Source: an optimization exercise on an open RTL-to-GDS flow (aim: a short achievable clock period and few clock cycles). Production flows keep margins and buffers that such runs may drop.
In this exercise RTL edits were held to simulation tests only and were not proved equivalent to the original.
No activity file was given, so power comes from the tool's default toggle rates.

`design/flow/run.sh`:
```
#!/bin/bash
# synth_recipe.tcl (not shown) runs the flow's synth.tcl, then flattens the netlist and writes it again
# the make line also repeats each setting of config.mk as NAME=value (left out here)
make -C /OpenROAD-flow-scripts/flow DESIGN_CONFIG=/design/flow/config.mk WORK_HOME=/design/flow/orfs CLKGATE_MAP_FILE= SYNTH_SCRIPT=/design/flow/synth_recipe.tcl finish
```
`design/flow/design.v`:
```
module anc_encoder (
    input  wire        clk,
    input  wire        rst,
    input  wire        in_valid,
    output wire        in_ready,
    input  wire [31:0] in_data,
    input  wire [2:0]  in_nbytes,
    output reg         out_valid,
    input  wire        out_ready,
    output reg  [31:0] out_data,
    output reg         out_last
);
    localparam [3:0] S_PHDR  = 4'd0,
                     S_MHDR  = 4'd1,
                     S_LINE  = 4'd2,
                     S_HOFF  = 4'd3,
                     S_DSF   = 4'd4,
                     S_SNUM  = 4'd5,
                     S_MID   = 4'd6,
                     S_SDID  = 4'd7,
                     S_DCP   = 4'd8,
                     S_DC    = 4'd9,
                     S_UDW   = 4'd10,
                     S_CS    = 4'd11,
                     S_PAD   = 4'd12,
                     S_FLUSH = 4'd13;
    reg  [3:0]  state;
    reg  [63:0] acc;
    reg  [6:0]  acc_cnt;
    reg  [7:0]  msg_left;
    reg  [31:0] mhdr;
    reg  [9:0]  f_sdid;
    reg  [7:0]  f_dc;
    reg  [7:0]  udw_left;
    reg  [23:0] hold;           
    reg  [1:0]  hold_n;
    reg  [8:0]  sum;
    function [1:0] parity_pair;
        input [7:0] x;
        begin
            parity_pair = {^x, ~^x};
        end
    endfunction
    function [5:0] align_width;
        input [7:0] d;
        reg   [4:0] r;
        begin
            r = d * 10 + 8;
            align_width = 6'd32 - {1'b0, r};
        end
    endfunction
    wire need_tok = (state == S_PHDR) || (state == S_MHDR) || (state == S_MID) ||
                    (state == S_UDW && hold_n == 2'd0);
    wire [7:0] udw_byte = (hold_n == 2'd0) ? in_data[31:24] : hold[23:16];
    reg [5:0]  width;
    reg [31:0] value;
    always @(*) begin
        case (state)
            S_PHDR:  begin width = 6'd32; value = in_data;                           end
            S_MHDR:  begin width = 6'd1;  value = {31'd0, in_data[31]};              end
            S_LINE:  begin width = 6'd11; value = {21'd0, mhdr[30:20]};              end
            S_HOFF:  begin width = 6'd12; value = {20'd0, mhdr[19:8]};               end
            S_DSF:   begin width = 6'd1;  value = {31'd0, mhdr[7]};                  end
            S_SNUM:  begin width = 6'd7;  value = {25'd0, mhdr[6:0]};                end
            S_MID:   begin width = 6'd10; value = {22'd0, in_data[29:20]};           end
            S_SDID:  begin width = 6'd10; value = {22'd0, f_sdid};                   end
            S_DCP:   begin width = 6'd2;  value = {30'd0, parity_pair(f_dc)};        end
            S_DC:    begin width = 6'd8;  value = {24'd0, f_dc};                     end
            S_UDW:   begin width = 6'd10; value = {22'd0, parity_pair(udw_byte), udw_byte}; end
            S_CS:    begin width = 6'd10; value = {22'd0, ~sum[8], sum};             end
            S_PAD:   begin width = align_width(f_dc); value = 32'd0;                 end
            default: begin width = 6'd0;  value = 32'd0;                             end
        endcase
    end
    wire        out_free = !out_valid || out_ready;
    wire        emit     = out_free && (acc_cnt >= 7'd32);
    wire [63:0] acc_em   = emit ? {acc[31:0], 32'd0} : acc;
    wire [6:0]  cnt_em   = emit ? acc_cnt - 7'd32 : acc_cnt;
    wire        fits     = ({1'b0, cnt_em} + {2'b0, width}) <= 8'd64;
    wire        writing  = (state != S_FLUSH) && fits && (!need_tok || in_valid);
    assign      in_ready = (state != S_FLUSH) && fits && need_tok;
    wire [63:0] val_top  = {value, 32'd0} << (6'd32 - width);
    wire [63:0] acc_wr   = acc_em | (val_top >> cnt_em);
    wire [6:0]  cnt_wr   = cnt_em + {1'b0, width};
    always @(posedge clk) begin
        if (rst) begin
            state     <= S_PHDR;
            acc       <= 64'd0;
            acc_cnt   <= 7'd0;
            hold_n    <= 2'd0;
            out_valid <= 1'b0;
            out_last  <= 1'b0;
        end else begin
            if (emit) begin
                out_valid <= 1'b1;
                out_data  <= acc[63:32];
                out_last  <= (state == S_FLUSH) && (acc_cnt == 7'd32);
            end else if (out_ready) begin
                out_valid <= 1'b0;
            end
            if (writing) begin
                acc     <= acc_wr;
                acc_cnt <= cnt_wr;
            end else begin
                acc     <= acc_em;
                acc_cnt <= cnt_em;
            end
            if (writing) begin
                case (state)
                    S_PHDR: begin
                        msg_left <= in_data[31:24];
                        state    <= (in_data[31:24] == 8'd0) ? S_FLUSH : S_MHDR;
                    end
                    S_MHDR: begin
                        mhdr  <= in_data;
                        state <= S_LINE;
                    end
                    S_LINE: state <= S_HOFF;
                    S_HOFF: state <= S_DSF;
                    S_DSF:  state <= S_SNUM;
                    S_SNUM: state <= S_MID;
                    S_MID: begin
                        f_sdid <= in_data[19:10];
                        f_dc   <= in_data[7:0];
                        sum    <= {1'b0, in_data[28:20]} + {1'b0, in_data[18:10]};
                        state  <= S_SDID;
                    end
                    S_SDID: state <= S_DCP;
                    S_DCP:  state <= S_DC;
                    S_DC: begin
                        sum      <= sum + {~^f_dc, f_dc};
                        udw_left <= f_dc;
                        state    <= (f_dc == 8'd0) ? S_CS : S_UDW;
                    end
                    S_UDW: begin
                        sum      <= sum + {~^udw_byte, udw_byte};
                        udw_left <= udw_left - 8'd1;
                        if (hold_n == 2'd0) begin
                            hold   <= in_data[23:0];
                            hold_n <= in_nbytes[1:0] - 2'd1;    
                        end else begin
                            hold   <= {hold[15:0], 8'd0};
                            hold_n <= hold_n - 2'd1;
                        end
                        if (udw_left == 8'd1)
                            state <= S_CS;
                    end
                    S_CS:   state <= S_PAD;
                    S_PAD: begin
                        msg_left <= msg_left - 8'd1;
                        state    <= (msg_left == 8'd1) ? S_FLUSH : S_MHDR;
                    end
                    default: ;
                endcase
            end else if (state == S_FLUSH && emit && acc_cnt == 7'd32) begin
                state <= S_PHDR;
            end
        end
    end
endmodule
```
`design/flow/config.mk`:
```
export PLATFORM = sky130hd
export DESIGN_NAME = anc_encoder
export DESIGN_NICKNAME = anc_encoder
export VERILOG_FILES = /design/flow/design.v
export SDC_FILE = /design/flow/constraint.sdc
export NUM_CORES = 4
export LEC_CHECK = 0
export CAP_MARGIN = 20
export CORE_MARGIN = 2
export CORE_UTILIZATION = 40
export SLEW_MARGIN = 20
```
`design/flow/constraint.sdc`:
```
create_clock -name core_clock -period 8.0 [get_ports {clk}]
set_input_delay 1.6000 -clock core_clock [delete_from_list [all_inputs] [get_ports {clk}]]
set_output_delay 1.6000 -clock core_clock [all_outputs]
set_load 0.01 [all_outputs]
```
==> results.txt <==
[final cells by class]
cell class,count,area [um2],area share
Clock buffer,26,629,0.0381
Clock inverter,16,121,0.00735
Inverter,47,176,0.0107
Multi-Input combinational cell,1237,8510,0.516
Sequential cell,209,5490,0.333
Tap cell,468,586,0.0355
Timing Repair Buffer,109,993,0.0602
[routing by layer]
metal,vias up,wire (um),track usage
li1,6151,-,-
met1,6512,23300,0.389
met2,582,22500,0.412
met3,85,3660,0.0283
met4,0,1240,0.0650
met5,-,0,0
[state kept, by name, indices dropped and copies added, names as in the netlist]
signal,cells
out_valid,1
acc,64
udw_left,8
sum,9
state,4
hold,24
f_sdid,10
acc_cnt,7
msg_left,8
hold_n,2
out_last,1
f_dc,8
mhdr,31
out_data,32
[worst min-delay path by stage]
| stage | startpoint | endpoint |
|---|---|---|
| 6_report | acc[49]$_SDFF_PP0_ | out_data[17]$_DFFE_PP_ |
| 5_1_grt | acc[49]$_SDFF_PP0_ | out_data[17]$_DFFE_PP_ |
| 4_1_cts | acc[48]$_SDFF_PP0_ | out_data[16]$_DFFE_PP_ |
| 3_5_place_dp | acc[48]$_SDFF_PP0_ | out_data[16]$_DFFE_PP_ |
| 3_3_place_gp | acc[32]$_SDFF_PP0_ | out_data[0]$_DFFE_PP_ |
| 2_1_floorplan | acc[32]$_SDFF_PP0_ | out_data[0]$_DFFE_PP_ |
[cell usage in the layout (no fill, tap or decap), types with 10 or more instances in the layout]
cell / instances
o211ai_1: 13
a31oi_1: 34
a221oi_1: 10
nand2b_1: 10
edfxtp_1: 130
nand3_1: 28
o21a_1: 11
mux2_2: 51
and2_1: 19
a22o_1: 12
buf_4: 37
nand3b_1: 15
clkbuf_16: 25
nor2_1: 138
nor3_1: 42
xnor2_1: 48
o32ai_1: 17
a2bb2oi_1: 11
ha_1: 34
dfxtp_1: 76
inv_1: 42
nor2b_1: 13
or3_1: 12
o21ai_0: 71
clkdlybuf4s50_1: 71
a211oi_1: 16
nor4_1: 10
a21oi_1: 99
xor2_1: 15
a22oi_1: 23
nand2_1: 167
mux2i_1: 67
o22ai_1: 28
a21o_1: 15
o21bai_1: 11
a32oi_1: 13
o2bb2ai_1: 11
[metrics by stage]
step | setup slack (ns) | hold slack, ns | util | power (W) | instance area, um2
after global routing | 1.02 | 0.435 | 0.454 | 0.00851 | 16500
after detailed placement | 1.38 | 0.419 | 0.433 | 0.00684 | 15800
final | 1.29 | 0.430 | 0.454 | 0.00808 | 16500
after floorplan | 1.51 | 0.408 | - | 0.00510 | 14700
after CTS | 1.36 | 0.434 | 0.454 | 0.00793 | 16500
after global placement | 1.36 | 0.415 | 0.433 | 0.00685 | 15800
[worst max-delay path: cells and delay by family, from the launching register on]
family | cells | cell delay (ns)
buf+inv | 3 | 1.27
simple gates | 5 | 1.12
compound gates | 3 | 0.94
flops | 1 | 0.67
fa+ha+maj | 1 | 0.41
xor+xnor | 1 | 0.16
[cells by family after synthesis]
kind of cell	count (synthesis)	share of synthesized area
compound gates	494	0.237
xor+xnor	65	0.0399
fa+ha+maj	37	0.0331
buf+inv	161	0.0462
flops	209	0.374
mux	131	0.104
simple gates	510	0.166
[power groups by stage]
stage	Clock (W)	Sequential [W]	Combinational [W]
2_1_floorplan	0	0.00152	0.00357
3_3_place_gp	0	0.00152	0.00532
3_5_place_dp	0	0.00153	0.00531
4_1_cts	0.00108	0.00151	0.00534
5_1_grt	0.00112	0.00153	0.00586
6_report	0.00106	0.00151	0.00551
==> results.txt <==
* DRT Pass-1 Iters at 6
* Setup violators final at 0
* Area delta synth->final at 12.7%
* I/O Pins at 74
* Post-Route WL at 50700 um
* Critical path launch point type: flop
* CP startpoint: state[0]$_SDFFE_PP0P_
* Post-cts sizing count at 0
* Synth Warn # at 1
* Layout cells sized above 1 at 0.111
* I/O Buffers at 72
* Fmax at roughly 0.15 GHz
* Clock share of power at 0.131
* Clk buf depth at 3
* Status: timing/DRC/antenna clean
* Post-Layout Cell Count at 2112
* All-Layer GR Usage at 0.263
* Post-synth EDFFs at 130
* Min Tclk post-route at 6.71 ns
* Vias in the first global route at 12500
* Clock Skews at 0.0108 ns
* Kind of critical path: reg -> out
* CP Cell Sequence: buf_4 > nor2b_1 > nor3_1 > a31oi_1 > inv_1 > fa_1 > xor2_1 > or3_1 > or3_1 > o21ai_0 > nand2_1 > a211oi_1 > clkdlybuf4s50_1
* CTS tree: yes
* Max-slew violations at 0
* Int Pwr at a little under 0.004 W
* Placeable Area at about 36000 um2
* Slew HR at 0.311
* Largest net degree at the start of global routing at between 70 and 80
* Setup TNS at 0 ns
* Placed Cells at 2070
* Reg2Reg Depth at 17
* Worst setup EP type: output pin
* Die height at 195 um
* Comb power frac at 0.682
* # DRC at 0
* Max stage delay cell, worst path: dfxtp_1
* Leak at 5.93 nW
* # Post-CTS Setup Buffers at 0
* Skew-Pair Late Insertion Delay at 0.53 ns
* Fin. Hold Viols at 0
* Reg-to-reg endpoint: acc[12]$_SDFF_PP0_
* GRT overflow at 0
* P_sw at 0.00416 W
* CP max FO at 41
* Register area share after synthesis at 0.374
* Via/cell ratio at 6.31
* Post-synth top cells: 167 x nand2_1, 141 x nor2_1, 130 x edfxtp_1
* # diodes at 0
* Post-synth top area cell: edfxtp_1
* Most frequent cell after synthesis: nand2_1
* Slew @ Worst Pin at about 1 ns
* Iter 0 DRT Violations at 1443
* Post-DP HPWL at between 30000 and 40000 um
* Die area at 38200 um2
* Initial antenna violation count at 0
* Hold-fix buffers, CTS at 0
* Worst setup path endpoint: in_ready
* Worst path required time at 6.40 ns
* Prevailing post-synth register cell: edfxtp_1
* Register bit total from synthesis at between 200 and 250
* Htree depth at 1
* Clk slew on worst S/H paths at 0.06 ns
* Share of the synthesized area in the top cell type at 0.266
* # fillers at approximately 3500
* Post-synth net total at about 1700
* Tcrit/Tclk final at 0.839
* Die width at 195 um
* CTS buffer count at 24
* Slowest stage delay, CP at 0.67 ns
* Initial core utilization at 0.403
* FFs w/ async S/R, synth at 0
* PwrDens at 489 nW/um2
* Site row count at 70
* # clock sinks at 209
* Final ANT Viol Nets at 0
* Area of the mapped netlist at 14700 um2
* Worst R2R Start: state[0]$_SDFFE_PP0P_
* R2R setup slack at 1.87 ns
* First-pass GRT wire length at 78100 um
* Distinct cells, synth at 93
* Avg Inst Size Synth at a little over 9 um2
* Average wire per standard cell at 24.0 um
* Placer Congestion at 1.01
* Hold depth at 0
* Most frequent cell on the critical path: or3_1
* CTS root buffer: clkbuf_16
* Vias at between 10000 and 15000
* Register share of total power at 0.187
* Hold Path Class: reg -> reg
* Ranking of synthesized cells by area: edfxtp_1 27%, dfxtp_1 11%, mux2i_1 4.6%
* Maximum vdd drop at 0.230 mV
* Final #Nets at 1704
* Sw Ratio at 0.515
* Gate Count Post-Synth at 1607
* Max cap viols at 0
* CP arrival at 5.11 ns
* Unrepaired setup endpoints after global routing: false
Testbench counts, summed over its fixed seeds: cycles 67,336.

## afterwards: timing with drivers on the ports
The flow's constraints put no driver on any port. The routed layout listed below was extracted and timed again, unchanged, in two steps.
Step 1: set_driving_cell puts a clkbuf_16 on clk and a buf_2 on each other input, an assumption about the parent block.
Step 2 times the ports against the registers' clock, not the clock port: input delays grow and output delays shrink by t, the midpoint of the rising clock arrivals with the driver on.
a / b / c = no drivers / after step 1 / after step 2; a / b = the first two.
t (ns): 0.573
setup WS [ns]: 1.290 / 1.242 / 1.292
hold WS [ns]: 0.430 / 0.430 / 0.430
After both steps this run still meets setup and hold. The setup slack of this run moves by -0.048 ns with the drivers and by +0.002 ns with both steps.
